Background: an optimization exercise with open tools, aiming at small area, a short achievable clock period and few clock cycles. Do not read the settings as production practice.
For this run, only the layout was checked, not whether the RTL still works.
Power is estimated from default activity; no workload was simulated.

==> design.v <==
module mctp_rx (
    input  wire        clk,
    input  wire        rst,             
    input  wire        start_valid,
    output wire        start_ready,
    input  wire [7:0]  cfg_mtu,         
    input  wire        cfg_pec_check,   
    input  wire        in_valid,        
    output wire        in_ready,
    input  wire [7:0]  in_data,
    output reg         out_valid,       
    input  wire        out_ready,
    output reg  [7:0]  out_data,
    output wire        done_valid,      
    input  wire        done_ready,
    output reg  [1:0]  done_status,     
    output reg  [9:0]  done_pkts,       
    output reg  [12:0] done_rx_len,     
    output reg  [12:0] done_raw_len,    
    output wire        done_mic_ok      
);
    localparam [12:0] REPLY_CAP = 13'd5120;
    localparam [2:0] S_IDLE = 3'd0, S_HDR = 3'd1, S_BODY = 3'd2, S_PEC = 3'd3, S_DONE = 3'd4;
    localparam [1:0] ST_OK = 2'd0, ST_BADBC = 2'd1, ST_OVF = 2'd2, ST_PEC = 2'd3;
    function [7:0] crc8_byte(input [7:0] c, input [7:0] b);
        integer i;
        reg [7:0] x;
        begin
            x = c ^ b;
            for (i = 0; i < 8; i = i + 1)
                x = x[7] ? ((x << 1) ^ 8'h07) : (x << 1);
            crc8_byte = x;
        end
    endfunction
    function [31:0] crc32_byte(input [31:0] c, input [7:0] b);
        integer i;
        reg [31:0] x;
        begin
            x = c ^ {24'd0, b};
            for (i = 0; i < 8; i = i + 1)
                x = x[0] ? ((x >> 1) ^ 32'h82F63B78) : (x >> 1);
            crc32_byte = x;
        end
    endfunction
    reg [2:0]  state;
    reg [2:0]  hidx;
    reg [7:0]  mtu;
    reg        pec_check;
    reg [7:0]  bc;
    reg        eom;
    reg [7:0]  pay_left;
    reg [7:0]  crc8;
    reg [31:0] crc32;       
    reg [31:0] win;         
    reg [2:0]  wcount;
    wire        adv       = !out_valid || out_ready;
    wire        hdr_ovf   = ({1'b0, done_raw_len} + 14'd8) > {1'b0, REPLY_CAP};
    wire        take      = in_valid && in_ready;
    wire [7:0]  crc8_next = crc8_byte(crc8, in_data);
    wire        bc_bad    = (bc < 8'd5) || ({1'b0, bc} > ({1'b0, mtu} + 9'd5));
    wire        body_ovf  = ({1'b0, done_raw_len} + {6'd0, bc} + 14'd4) > {1'b0, REPLY_CAP};
    assign start_ready = (state == S_IDLE);
    assign in_ready    = (state == S_HDR && !hdr_ovf) ||
                         (state == S_BODY && hidx != 3'd0 && adv) ||
                         (state == S_PEC);
    assign done_valid  = (state == S_DONE) && !out_valid;
    assign done_mic_ok = (done_status == ST_OK) && (wcount == 3'd4) && (~crc32 == win);
    always @(posedge clk) begin
        if (rst) begin
            state     <= S_IDLE;
            out_valid <= 1'b0;
            out_data  <= 8'd0;
        end else begin
            if (out_valid && out_ready)
                out_valid <= 1'b0;
            case (state)
            S_IDLE: begin
                if (start_valid) begin
                    mtu          <= cfg_mtu;
                    pec_check    <= cfg_pec_check;
                    done_status  <= ST_OK;
                    done_pkts    <= 10'd0;
                    done_rx_len  <= 13'd0;
                    done_raw_len <= 13'd0;
                    crc32        <= 32'hFFFFFFFF;
                    win          <= 32'd0;
                    wcount       <= 3'd0;
                    hidx         <= 3'd0;
                    state        <= S_HDR;
                end
            end
            S_HDR: begin
                if (hdr_ovf) begin
                    done_status <= ST_OVF;
                    state       <= S_DONE;
                end else if (take) begin
                    hidx <= hidx + 3'd1;
                    if (hidx == 3'd2)
                        bc <= in_data;
                    if (hidx == 3'd4)
                        crc8 <= crc8_byte(8'd0, in_data);
                    else if (hidx > 3'd4)
                        crc8 <= crc8_next;
                    if (hidx == 3'd7) begin
                        eom <= in_data[6];
                        state <= S_BODY;    
                    end
                end
            end
            S_BODY: begin
                if (hidx == 3'd0) begin
                    if (bc_bad) begin
                        done_status <= ST_BADBC;
                        state       <= S_DONE;
                    end else if (body_ovf) begin
                        done_status <= ST_OVF;
                        state       <= S_DONE;
                    end else begin
                        pay_left <= bc - 8'd5;
                        hidx     <= 3'd1;
                        if (bc == 8'd5)
                            state <= S_PEC;
                    end
                end else if (take) begin
                    out_valid <= 1'b1;
                    out_data  <= in_data;
                    crc8      <= crc8_next;
                    win       <= {in_data, win[31:8]};
                    if (wcount == 3'd4)
                        crc32 <= crc32_byte(crc32, win[7:0]);
                    else
                        wcount <= wcount + 3'd1;
                    pay_left <= pay_left - 8'd1;
                    if (pay_left == 8'd1)
                        state <= S_PEC;
                end
            end
            S_PEC: begin
                if (take) begin
                    if (pec_check && in_data != crc8) begin
                        done_status <= ST_PEC;
                        state       <= S_DONE;
                    end else begin
                        done_pkts    <= done_pkts + 10'd1;
                        done_rx_len  <= done_rx_len + {5'd0, bc} - 13'd5;
                        done_raw_len <= done_raw_len + {5'd0, bc} + 13'd4;
                        hidx         <= 3'd0;
                        state        <= eom ? S_DONE : S_HDR;
                    end
                end
            end
            default: begin  
                if (done_valid && done_ready)
                    state <= S_IDLE;
            end
            endcase
        end
    end
endmodule
==> run.sh <==
#!/bin/bash
# synth_recipe.tcl (not shown) runs the flow's synth.tcl, then flattens the netlist and writes it again
# the make line also repeats each setting of config.mk as NAME=value (left out here)
make -C /OpenROAD-flow-scripts/flow DESIGN_CONFIG=/design/flow/config.mk WORK_HOME=/design/flow/orfs CLKGATE_MAP_FILE= SYNTH_SCRIPT=/design/flow/synth_recipe.tcl finish
==> config.mk <==
export PLATFORM = sky130hd
export DESIGN_NAME = mctp_rx
export DESIGN_NICKNAME = mctp_rx
export VERILOG_FILES = /design/flow/design.v
export SDC_FILE = /design/flow/constraint.sdc
export NUM_CORES = 4
export LEC_CHECK = 0
export CAP_MARGIN = 20
export CORE_MARGIN = 2
export CORE_UTILIZATION = 40
export SLEW_MARGIN = 20
==> constraint.sdc <==
create_clock -name core_clock -period 5.0 [get_ports {clk}]
set_input_delay 1.0000 -clock core_clock [delete_from_list [all_inputs] [get_ports {clk}]]
set_output_delay 1.0000 -clock core_clock [all_outputs]
set_load 0.01 [all_outputs]
==> impl_metrics.json <==
{
  "grt_overflow": 0,
  "cts_buffers": 17,
  "antenna_cells": 0,
  "drt_iter0_markers": 475,
  "core_sq_um": 23500,
  "grt_pass1_wl_um": 36400,
  "ios": 74,
  "regArea_sq_um": 4500,
  "fin_cells": 1298,
  "internal-power_uw": 3050,
  "synth-edff-count": 142,
  "slowest_stage": "clkdlybuf4s50_1",
  "cts_tree": "done",
  "relSlewSlack_pct": 45.6,
  "vias": 6723,
  "drc_errors": 0,
  "finalClockSkew_ps": 16.5,
  "grt_max_degree": 42,
  "ys_warn_count": 1,
  "antenna_found_initial": 0,
  "syn2layout_area_growth_pct": 18.4,
  "max-vdd-ir-drop_mv": 0.211,
  "cp_cell_sequence": "ha_1 -> nor4bb_1 -> and4_1 -> a211oi_1 -> o31ai_2 -> and2_2 -> nor2_2 -> o31ai_1 -> clkdlybuf4s50_1",
  "slowest_delay_ps": 670,
  "stdcell_area_sq_um": 11400,
  "clk_latency_ps": 430,
  "synth_ff_type": "edfxtp_1",
  "path_clk_slew_ps": 70,
  "clkPwrFrac_pct": 28.9,
  "drive_gt1_share_pct": 7.87,
  "fin_tns_setup_ps": 0,
  "postRouteWirelength_um": 22500,
  "wl_per_cell_um": 17.4,
  "pre_cts_ws_ps": 1080,
  "critPathLaunchType": "flop",
  "power_uw": 4630,
  "final_nets": 1051,
  "swShare_pct": 34.3,
  "powerDensity_nw_per_um2": 407,
  "ctsHoldBuffers": 0,
  "cts_setup_buffers": 0,
  "min_period_ps": 4420,
  "worstHoldEndpoint": "out_data[3]",
  "routed_via_density": 5.18,
  "dp_hpwl_um": 16400,
  "ys_types": 64,
  "clk_path_buf_depth": 2,
  "worstHoldStart": "out_data[3]",
  "comb_power_share_pct": 33.7,
  "min_delay_path_depth": 2,
  "pwr-share-seq_pct": 37.3,
  "synth.avg_cell_area_sq_um": 10.8,
  "max_cap_viol_count": 0,
  "drtPass1Iterations": 4,
  "port_buffers": 73,
  "grt_pass1_vias": 6652,
  "ys_async_sr_fraction_pct": 0,
  "outcome": "timing/DRC/antenna clean",
  "cts_resized": 0,
  "syn_area_sq_um": 9610,
  "synth_seq_cells": 154,
  "cts_root_buf": "clkbuf_16",
  "r2r-start": "bc[2]",
  "power.leakage_uw": 0.00407,
  "clock_sinks": 154,
  "finalWeightedCongestion": 0.882,
  "fmax_ghz": 0.226,
  "worst_slew_pin_slew_ps": 811,
  "min_path_type": "flop to flop",
  "placed_cells": 1267,
  "fin_ws_ps": 579,
  "end_kind": "output pin",
  "fin_crit_sh_pct": 88.4,
  "dieArea_sq_um": 25300,
  "r2r_cells": 14,
  "slew_violations": 0,
  "setup.worst_path.class": "flop to output pin",
  "rows": 56,
  "critPathMaxFanout": 10,
  "finalSetupViolations": 0,
  "worst_r2r_endpoint": "pay_left[3]",
  "ff2ff_setup_slack_ps": 1110,
  "drtAntennaViolNets": 0,
  "place_area_sq_um": 10800,
  "start_util_pct": 40.8,
  "yosysSeqAreaShare_pct": 46.9,
  "die_w_um": 159,
  "grt_usage_pct": 18.3,
  "fillers": 2218,
  "cp.required_ps": 4000,
  "synthCells": 887,
  "p_switching_uw": 1590,
  "final_hold_viol_count": 0,
  "htreeDepth": 4,
  "die_h_um": 159,
  "arrival_ps": 3420,
  "multi_input_area_sq_um": 4800,
  "rsz0062_at_grt": "no",
  "synth_fp_nets": 971
}
==> cell families after synthesis <==
kind of cell	Yosys count	share of synthesized area [%]
adders and majority gates	61	8.10
AOI/OAI and AO/OA	107	7.41
buffers and inverters	84	3.46
DFF	154	46.9
xor gates and xnor gates	184	17.8
muxes	10	1.09
and+or+nand+nor	287	15.2
==> power by group through the flow <==
stage                     registers [uW]  logic (uW)  clock network (uW)
after floorplan                     1750        1080                   0
after global placement              1760        1560                   0
after detailed placement            1760        1560                   0
after CTS                           1730        1570                1370
after global routing                1750        1730                1410
final                               1730        1560                1340
==> cells in the final DEF (no fill, tap or decap), types with 20 or more instances in the layout <==
| cell | n |
|---|---|
| nand2_1 | 66 |
| and3_1 | 44 |
| inv_1 | 52 |
| edfxtp_1 | 142 |
| ha_1 | 59 |
| o21ai_0 | 22 |
| xor2_1 | 53 |
| xnor2_1 | 122 |
| clkdlybuf4s50_1 | 73 |
| nand3_1 | 20 |
| a21oi_1 | 26 |
| nor2_1 | 65 |
==> synthesized netlist by cell type, drive strengths merged, types with 12 or more instances <==
master  instances  area (sq um)
xnor2         131          1250
nor3           19           100
nand3          20           100
xor2           53           464
nand2          66           248
and3           44           275
nor2           69           262
inv            53           199
ha             59           738
a21oi          29           156
clkbuf         23          86.3
dfxtp          12           240
edfxtp        142          4260
o21ai          27           139
==> worst max-delay path, delay by kind of cell, from the launching register on <==
family,cells,cell delay [ps]
flops,1,530
simple gates,4,850
compound gates,3,570
buf+inv,1,670
fa+ha+maj,1,370
==> layout make-up <==
class	count	area share, %
clock buffers	17	3.74
flip-flops and latches	154	39.6
inverters	53	1.75
multi-input cells	649	42.2
well taps	319	3.51
clock inverters	14	1.58
repair buffers	92	7.68
==> registers in the layout, indices dropped and copies added, names as in the netlist, 2 cells and up <==
signal        count
out_data          8
win              32
done_status       2
mtu               8
bc                8
done_pkts        10
state             3
wcount            3
pay_left          8
done_rx_len      13
hidx              3
done_raw_len     13
crc32            32
crc8              8
==> worst max path at each step <==
stage                    start  cells after the start            to  slack, ps
2_1_floorplan       in_data[6]                      8  done_pkts[0]        890
3_3_place_gp   done_raw_len[3]                      9      in_ready       1170
3_5_place_dp   done_raw_len[3]                      9      in_ready       1080
4_1_cts        done_raw_len[3]                      9      in_ready        590
5_1_grt        done_raw_len[3]                      9      in_ready        420
6_report       done_raw_len[3]                      9      in_ready        580
==> layer usage <==
metal	global-route usage, %	part of all wire (%)
met5	0	0
met4	5.66	1.8
met3	3.33	4.4
met2	28.2	45
met1	26.2	49
==> per-stage QoR <==
step | utilization, % | hold WS [ps]
after floorplan | - | 531
after global placement | 45.8 | 478
after detailed placement | 45.8 | 486
after CTS | 48.3 | 507
after global routing | 48.3 | 530
final | 48.3 | 499

==> afterwards: timing with drivers on the ports <==
The flow's constraints put no driver on any port. The routed layout listed below was extracted and timed again, unchanged, in two steps.
Step 1 (the two cells are an assumption about what drives the block):
set clk [get_ports {clk}]
set_driving_cell -lib_cell sky130_fd_sc_hd__clkbuf_16 $clk
set_driving_cell -lib_cell sky130_fd_sc_hd__buf_2 [delete_from_list [all_inputs] $clk]
Step 2 times the ports against the registers' clock, not the clock port: input delays grow and output delays shrink by t, the midpoint of the rising clock arrivals with the driver on.
Slacks: no drivers / after step 1 / after step 2; pairs: no drivers / after step 1.
shift t [ns]: 0.473
setup WS [ns]: 0.579 / 0.532 / 1.005
clock arrival spread, ns: 0.017 / 0.017
worst data-port slew with drivers (ns): 0.05
cell pins on the clock port's net: 1
After both steps this run still meets setup and hold. The setup slack of this run moves by -0.047 ns with the drivers and by +0.426 ns with both steps.
